Background: an optimization exercise with open tools, aiming at small area, a short achievable clock period and few clock cycles per item. Do not read the settings as production practice. At most, simulation tests tie the RTL to the original design; equivalence was not proved. No activity file was given, so power comes from the tool's default toggle rates.

==> flow/design.v <==
module pfs_softdec (
  input  wire        clk,
  input  wire        rst,
  input  wire        cmd_valid,
  output wire        cmd_ready,
  input  wire [15:0] cmd_len,
  input  wire [2:0]  cmd_ed,
  input  wire [1:0]  cmd_inner,
  input  wire [1:0]  cmd_outer,
  input  wire        in_valid,
  output wire        in_ready,
  input  wire [7:0]  in_data,
  output reg         out_valid,
  input  wire        out_ready,
  output reg  [7:0]  out_data,
  output reg         res_valid,
  output reg         res_ok
);
  reg        busy;
  reg [2:0]  ed_r;
  reg        inner_h, outer_h;
  wire       mlm = inner_h | outer_h;      
  wire       hdm = inner_h & outer_h;      
  reg        cmd_ready_r;           
  assign cmd_ready = cmd_ready_r;
  wire   cmd_take  = cmd_valid & ~busy;
  reg    start;                   
  reg        in_ready_r;
  assign in_ready = in_ready_r;
  wire   take = in_valid & in_ready_r;
  reg [11:0] q;
  reg [3:0]  q_cnt;
  wire       q_has = (q_cnt != 4'd0);
  wire       q_out = q[q_cnt - 4'd1];
  wire       q_deq;
  reg [7:0]  tv [0:6];
  reg [2:0]  tk [0:6];
  reg [2:0]  kin;         
  reg [1:0]  fl;          
  reg [5:0]  lo [0:7];
  reg [4:0]  hi [0:7];
  reg        cy [0:7];
  reg [13:0] bst;         
  function [2:0] xcol(input [2:0] kk);
    case (kk)
      3'd0: xcol = 3'b111;
      3'd1: xcol = 3'b110;
      3'd2: xcol = 3'b101;
      3'd3: xcol = 3'b011;
      3'd4: xcol = 3'b100;
      3'd5: xcol = 3'b010;
      default: xcol = 3'b001;
    endcase
  endfunction
  function [6:0] radd6(input [5:0] x, input [5:0] y, input ci);
    integer i;
    reg c;
    begin
      c = ci;
      for (i = 0; i < 6; i = i + 1) begin
        radd6[i] = x[i] ^ y[i] ^ c;
        c = (x[i] & y[i]) | (x[i] & c) | (y[i] & c);
      end
      radd6[6] = c;
    end
  endfunction
  function [4:0] radd5(input [4:0] x, input [4:0] y, input ci);
    integer i;
    reg c;
    begin
      c = ci;
      for (i = 0; i < 5; i = i + 1) begin
        radd5[i] = x[i] ^ y[i] ^ c;
        c = (x[i] & y[i]) | (x[i] & c) | (y[i] & c);
      end
    end
  endfunction
  integer a;
  reg [6:0]  lo_n [0:7];
  reg [4:0]  hi_n [0:7];
  always @(*) begin
    for (a = 0; a < 8; a = a + 1) begin : accn
      reg [2:0] kk;
      reg [7:0] ue, op;
      reg       s, st;
      reg [5:0] lb;
      reg [4:0] hb;
      kk = tk[(a < 2) ? 0 : a - 1];
      ue = tv[(a < 2) ? 0 : a - 1] ^ 8'h80;
      s  = ^(a[2:0] & xcol(kk));
      st = (kk == 3'd0);
      op = s ? ~ue : ue;
      lb = st ? ((a == 0) ? 6'd3 : 6'h3F) : lo[a];
      hb = st ? ((a == 0) ? 5'd0 : 5'h1F) : hi[a];
      lo_n[a] = radd6(lb, op[5:0], s);
      hi_n[a] = radd5(hb, {{3{op[7]}}, op[7:6]}, cy[a] & ~st);
    end
  end
  reg  [6:0] trig;        
  reg        s0;          
  reg        s6;          
  reg        fin;         
  reg [5:0]  ylo, xlo;
  reg [4:0]  yhi, xhi;
  reg        ycy, xcy;
  reg [3:0]  ydd;
  function [3:0] dcon(input [2:0] ai);
    dcon = {^(ai & 3'b111), ^(ai & 3'b110), ^(ai & 3'b101), ^(ai & 3'b011)};
  endfunction
  function [13:0] leaf(input [5:0] l, input [4:0] h, input c, input [3:0] dd);
    reg [4:0] th;
    begin
      th = h + {4'd0, c};
      leaf = {{th[3:0], l} ^ {10{th[4]}}, th[4] ? dd : ~dd};
    end
  endfunction
  reg [5:0]  ylo_n;
  reg [4:0]  yhi_n;
  reg        ycy_n;
  reg [3:0]  ydd_n;
  integer b;
  always @(*) begin
    ylo_n = 6'd0; yhi_n = 5'd0; ycy_n = 1'b0; ydd_n = 4'd0;
    for (b = 0; b < 7; b = b + 1)
      if (trig[b]) begin
        ylo_n = ylo_n | lo[b + 1];
        yhi_n = yhi_n | hi[b + 1];
        ycy_n = ycy_n | cy[b + 1];
        ydd_n = ydd_n | dcon(b + 1);
      end
  end
  wire [13:0] lf_y = leaf(ylo, yhi, ycy, ydd);
  wire [13:0] lf_x = s0 ? leaf(xlo, xhi, xcy, 4'b0000) : bst;
  wire [13:0] win  = ({lf_y[13:4], ~lf_y[3:0]} > {lf_x[13:4], ~lf_x[3:0]}) ? lf_y : lf_x;
  wire        nib_wr = fin & ~start;
  wire [3:0]  nib    = bst[3:0];
  reg [2:0]  j;
  reg [3:0]  hd;
  reg [2:0]  syn;
  reg [3:0]  q2;
  reg [2:0]  q2_cnt;
  wire       q2_deq;
  wire       hd_go = hdm & q_has & ((j != 3'd6) | (q2_cnt == 3'd0));
  wire [2:0] syn_n = syn ^ (q_out ? xcol(j) : 3'b000);
  reg  [3:0] hd_fix;
  always @(*) begin
    case (syn_n)
      3'b011:  hd_fix = hd ^ 4'b0001;
      3'b101:  hd_fix = hd ^ 4'b0010;
      3'b110:  hd_fix = hd ^ 4'b0100;
      3'b111:  hd_fix = hd ^ 4'b1000;
      default: hd_fix = hd;
    endcase
  end
  reg [6:0]  sreg;
  reg [2:0]  bitcnt;
  reg [15:0] bc;
  reg        kph;
  reg        done;
  reg [31:0] crc;
  reg        ok;
  reg [2:0]  vpos;
  reg        cwpar;
  wire       fb_v = hdm ? (q2_cnt != 3'd0) : q_has;
  wire       fb_b = hdm ? q2[3] : q_out;
  wire       fgo  = fb_v & (done | ~((bitcnt == 3'd7) & ~kph & out_valid));
  wire       fuse = fgo & ~done;
  assign q2_deq = hdm & fgo;
  assign q_deq  = hdm ? hd_go : fgo;
  wire       ed_chk  = (ed_r == 3'd2);
  wire       ed_crc  = ed_r[2] | (ed_r == 3'd3);
  wire       inv     = kph & (ed_r == 3'd6);
  wire       fbk     = crc[31] ^ fb_b ^ inv;
  reg [31:0] poly;
  always @(*) begin
    case (ed_r)
      3'd3:    poly = 32'h07000000;
      3'd4:    poly = 32'h10210000;
      3'd5:    poly = 32'h864CFB00;
      default: poly = 32'h04C11DB7;
    endcase
  end
  wire [31:0] crc_step = {crc[30:0], 1'b0} ^ (fbk ? poly : 32'h0);
  wire [7:0]  byte_now = {sreg, fb_b};
  wire        byte_end = fuse & (bitcnt == 3'd7);
  wire        bc_last  = (bc == 16'd1);
  function [2:0] key_len(input [2:0] e);
    case (e)
      3'd2, 3'd3: key_len = 3'd1;
      3'd4:       key_len = 3'd2;
      3'd5:       key_len = 3'd3;
      3'd6:       key_len = 3'd4;
      default:    key_len = 3'd0;
    endcase
  endfunction
  function [31:0] crc_init(input [2:0] e);
    case (e)
      3'd4:    crc_init = 32'hFFFF0000;
      3'd5:    crc_init = 32'hB704CE00;
      3'd6:    crc_init = 32'hFFFFFFFF;
      default: crc_init = 32'h00000000;
    endcase
  endfunction
  wire in_done = ~mlm | ((vpos == 3'd0) & ~cwpar);
  wire finish  = busy & ~start & done & in_done & ~out_valid;
  wire       busy_n = cmd_take | (busy & ~finish);
  wire [3:0] q_rem = q_cnt - {3'b000, q_deq};
  wire [3:0] q_inc = q_cnt + {3'b000, ~q_deq};
  wire       tk_bit = take & ~mlm;
  reg  [3:0] q_cnt_n;
  always @(*) begin
    if (start)        q_cnt_n = {3'b000, tk_bit};
    else if (nib_wr)  q_cnt_n = q_rem + 4'd4;
    else              q_cnt_n = tk_bit ? q_inc : q_rem;
  end
  wire       cw_in  = take & mlm & (start | (kin == 3'd0));    
  wire [2:0] kin_n  = start ? {2'b00, take & mlm} :
                      (take ? ((kin == 3'd6) ? 3'd0 : kin + 3'd1) : kin);
  wire [4:0] commit = {1'b0, q_rem} + {1'b0, fl, 2'b00};
  wire       room   = (commit <= 5'd8);
  wire rdy0  = mlm ? ((kin != 3'd0) | room) : (q_rem <= 4'd11);
  wire rdy1  = mlm ? ((kin != 3'd6) | room) : (q_rem <= 4'd10);
  wire in_ready_n = cmd_take | (busy & ~finish & (start | (take ? rdy1 : rdy0)));
  always @(posedge clk) begin
    tv[0] <= take ? in_data : 8'h80;
    for (a = 1; a < 7; a = a + 1)
      tv[a] <= tv[a - 1];
    for (a = 0; a < 8; a = a + 1) begin
      lo[a] <= lo_n[a][5:0];
      cy[a] <= lo_n[a][6];
      hi[a] <= hi_n[a];
    end
    bst <= win;
    tk[0] <= (take & mlm & ~start) ? kin : ((take & mlm) ? 3'd0 : 3'd7);
    for (a = 1; a < 7; a = a + 1)
      tk[a] <= start ? 3'd7 : tk[a - 1];
    for (a = 0; a < 7; a = a + 1)
      trig[a] <= ~start & (tk[a] == 3'd6);
    s0  <= trig[0] & ~start;
    s6  <= trig[6] & ~start;
    fin <= s6 & ~start;
    ylo <= ylo_n;
    yhi <= yhi_n;
    ycy <= ycy_n;
    ydd <= ydd_n;
    xlo <= lo[0];
    xhi <= hi[0];
    xcy <= cy[0];
    kin <= kin_n;
    if (start)
      fl <= {1'b0, cw_in};
    else
      fl <= fl + {1'b0, cw_in} - {1'b0, nib_wr};
    if (rst) begin
      busy       <= 1'b0;
      cmd_ready_r <= 1'b1;
      start      <= 1'b0;
      in_ready_r <= 1'b0;
      out_valid  <= 1'b0;
      res_valid  <= 1'b0;
    end else begin
      busy       <= busy_n;
      cmd_ready_r <= ~busy_n;
      start      <= cmd_take;
      in_ready_r <= in_ready_n;
      res_valid  <= finish;
      if (byte_end & ~kph)
        out_valid <= 1'b1;
      else if (out_ready)
        out_valid <= 1'b0;
    end
    q_cnt <= q_cnt_n;
    if (finish)
      res_ok <= ed_chk ? (crc[31:24] == 8'h00) : ok;
    if (byte_end & ~kph)
      out_data <= byte_now;
    if (~busy) begin
      ed_r    <= cmd_ed;
      inner_h <= (cmd_inner == 2'd2);
      outer_h <= (cmd_outer == 2'd2);
      bc      <= cmd_len;
    end
    if (nib_wr)
      q <= {q[7:0], nib};
    else if (take & ~mlm)
      q <= {q[10:0], in_data[7]};
    if (rst)
      done <= 1'b1;
    else if (start)
      done <= 1'b0;
    else if (byte_end & bc_last & (kph | (key_len(ed_r) == 3'd0)))
      done <= 1'b1;
    if (start) begin
      j       <= 3'd0;
      syn     <= 3'd0;
      q2_cnt  <= 3'd0;
      bitcnt  <= 3'd0;
      kph     <= 1'b0;
      crc     <= crc_init(ed_r);
      ok      <= 1'b1;
      vpos    <= {2'b00, take};
      cwpar   <= 1'b0;
    end else begin
      if (take) vpos <= vpos + 3'd1;
      if (take & (kin == 3'd6)) cwpar <= ~cwpar;
      if (hd_go) begin
        if (j[2] == 1'b0) hd <= {hd[2:0], q_out};
        if (j == 3'd6) begin
          j   <= 3'd0;
          syn <= 3'd0;
          q2  <= hd_fix;
        end else begin
          j   <= j + 3'd1;
          syn <= syn_n;
        end
      end
      if (hd_go & (j == 3'd6))
        q2_cnt <= 3'd4;
      else if (q2_deq) begin
        q2_cnt <= q2_cnt - 3'd1;
        q2     <= {q2[2:0], 1'b0};
      end
      if (fuse) begin
        sreg   <= byte_now[6:0];
        bitcnt <= bitcnt + 3'd1;
        if (ed_crc) crc <= crc_step;
        if (kph & ed_crc & fbk) ok <= 1'b0;
        if (byte_end) begin
          if (ed_chk) crc[31:24] <= crc[31:24] + byte_now;
          if (bc_last) begin
            if (~kph & (key_len(ed_r) != 3'd0)) begin
              kph <= 1'b1;
              bc  <= {13'd0, key_len(ed_r)};
            end
          end else
            bc <= bc - 16'd1;
        end
      end
    end
  end
endmodule
export LEC_CHECK = 0
export CAP_MARGIN = 20
export CORE_MARGIN = 2
export CORE_UTILIZATION = 40
export SLEW_MARGIN = 20
create_clock -name core_clock -period 14.0 [get_ports {clk}]
standard.sh (not shown) runs the stock make flow with config.mk's settings and CLKGATE_MAP_FILE= SYNTH_SCRIPT=/design/flow/synth_recipe.tcl, a recipe that flattens the netlist after the stock synthesis.
==> flow/flow/run.sh <==
#!/bin/bash
# The standard layout (standard.sh, same synthesis, floorplan, power
# grid, placement, CTS and routing) with two changes in how it is made:
#  - the port buffers that buffer_ports inserts on every input and output
#    use buf_2 instead of the default cell;
#  - repair_timing aims for 10 ns of setup slack at the design's 14 ns
#    clock (the SDC and clock are unchanged).
set -o pipefail
export BUFFER_PORTS_ARGS="-buffer_cell sky130_fd_sc_hd__buf_2"
export SETUP_SLACK_MARGIN=10
bash standard.sh > standard.log 2>&1
Then changed:
--- a/flow/design.v
+++ b/flow/design.v
@@ -96,15 +96,9 @@
       hi_n[a] = radd5(hb, {{3{op[7]}}, op[7:6]}, cy[a] & ~st);
     end
   end
   reg  [6:0] trig;        
-  reg        s0;          
-  reg        s6;          
   reg        fin;         
-  reg [5:0]  ylo, xlo;
-  reg [4:0]  yhi, xhi;
-  reg        ycy, xcy;
-  reg [3:0]  ydd;
   function [3:0] dcon(input [2:0] ai);
     dcon = {^(ai & 3'b111), ^(ai & 3'b110), ^(ai & 3'b101), ^(ai & 3'b011)};
   endfunction
   function [13:0] leaf(input [5:0] l, input [4:0] h, input c, input [3:0] dd);
@@ -113,25 +107,25 @@
       th = h + {4'd0, c};
       leaf = {{th[3:0], l} ^ {10{th[4]}}, th[4] ? dd : ~dd};
     end
   endfunction
-  reg [5:0]  ylo_n;
-  reg [4:0]  yhi_n;
-  reg        ycy_n;
-  reg [3:0]  ydd_n;
+  reg [5:0]  ylo;
+  reg [4:0]  yhi;
+  reg        ycy;
+  reg [3:0]  ydd;
   integer b;
   always @(*) begin
-    ylo_n = 6'd0; yhi_n = 5'd0; ycy_n = 1'b0; ydd_n = 4'd0;
+    ylo = 6'd0; yhi = 5'd0; ycy = 1'b0; ydd = 4'd0;
     for (b = 0; b < 7; b = b + 1)
       if (trig[b]) begin
-        ylo_n = ylo_n | lo[b + 1];
-        yhi_n = yhi_n | hi[b + 1];
-        ycy_n = ycy_n | cy[b + 1];
-        ydd_n = ydd_n | dcon(b + 1);
+        ylo = ylo | lo[b + 1];
+        yhi = yhi | hi[b + 1];
+        ycy = ycy | cy[b + 1];
+        ydd = ydd | dcon(b + 1);
       end
   end
   wire [13:0] lf_y = leaf(ylo, yhi, ycy, ydd);
-  wire [13:0] lf_x = s0 ? leaf(xlo, xhi, xcy, 4'b0000) : bst;
+  wire [13:0] lf_x = trig[0] ? leaf(lo[0], hi[0], cy[0], 4'b0000) : bst;
   wire [13:0] win  = ({lf_y[13:4], ~lf_y[3:0]} > {lf_x[13:4], ~lf_x[3:0]}) ? lf_y : lf_x;
   wire        nib_wr = fin & ~start;
   wire [3:0]  nib    = bst[3:0];
   reg [2:0]  j;
@@ -235,18 +229,9 @@
     for (a = 1; a < 7; a = a + 1)
       tk[a] <= start ? 3'd7 : tk[a - 1];
     for (a = 0; a < 7; a = a + 1)
       trig[a] <= ~start & (tk[a] == 3'd6);
-    s0  <= trig[0] & ~start;
-    s6  <= trig[6] & ~start;
-    fin <= s6 & ~start;
-    ylo <= ylo_n;
-    yhi <= yhi_n;
-    ycy <= ycy_n;
-    ydd <= ydd_n;
-    xlo <= lo[0];
-    xhi <= hi[0];
-    xcy <= cy[0];
+    fin <= trig[6] & ~start;
     kin <= kin_n;
     if (start)
       fl <= {1'b0, cw_in};
     else
After rerunning:
- register-to-register slack gets worse by 0.06 ns
- setup slack gains 0.0041 ns
- clock skew hardly moves
- synthesized cell count goes down by 3.5%
- power went down by 2.5%
- maximum frequency is about the same
- final area drops by 3.0%
- combinational power rises by about 7%
- die area went down by about 4%
- routed wire length fell by 0.42%
- global-route usage climbs by 0.23 points
- worst hold slack gets better by 0.010 ns
- sequential power fell by about 7%
- non-clock buffer count went up by 3
Testbench counts after the change, summed over its fixed seeds: cycles 80,756, items 4,540.
Only the layout flow was run in the first run of this note; the RTL was not checked for function there.

-- afterwards: timing with drivers on the ports --
How much do the figures lean on ideal ports? The routed layouts below were timed once more, with nothing changed but the port constraints. Step 1, drivers: a clkbuf_16 drives clk and a buf_2 each remaining input, both assumed. Step 2 times the ports against the registers' clock, not the clock port: input delays grow and output delays shrink by t, the midpoint of the rising clock arrivals with the driver on. a / b / c = ideal ports / drivers / drivers and shift; a / b = the first two.
run	shift t [ns]	slack for setup (ns)	slew at the worst register clock pin (ns)	worst slew at a driven data input, ns	pins driven straight from the clock port
the first run	0.598	10.070 / 10.022 / 9.587	0.06 / 0.06	0.05	1
the second run	0.585	10.074 / 10.024 / 9.600	0.06 / 0.06	0.05	1
After both steps every run listed still meets setup and hold. For the first run, which loses most, drivers alone change the setup slack by -0.048 ns; drivers and shift together by -0.483 ns.
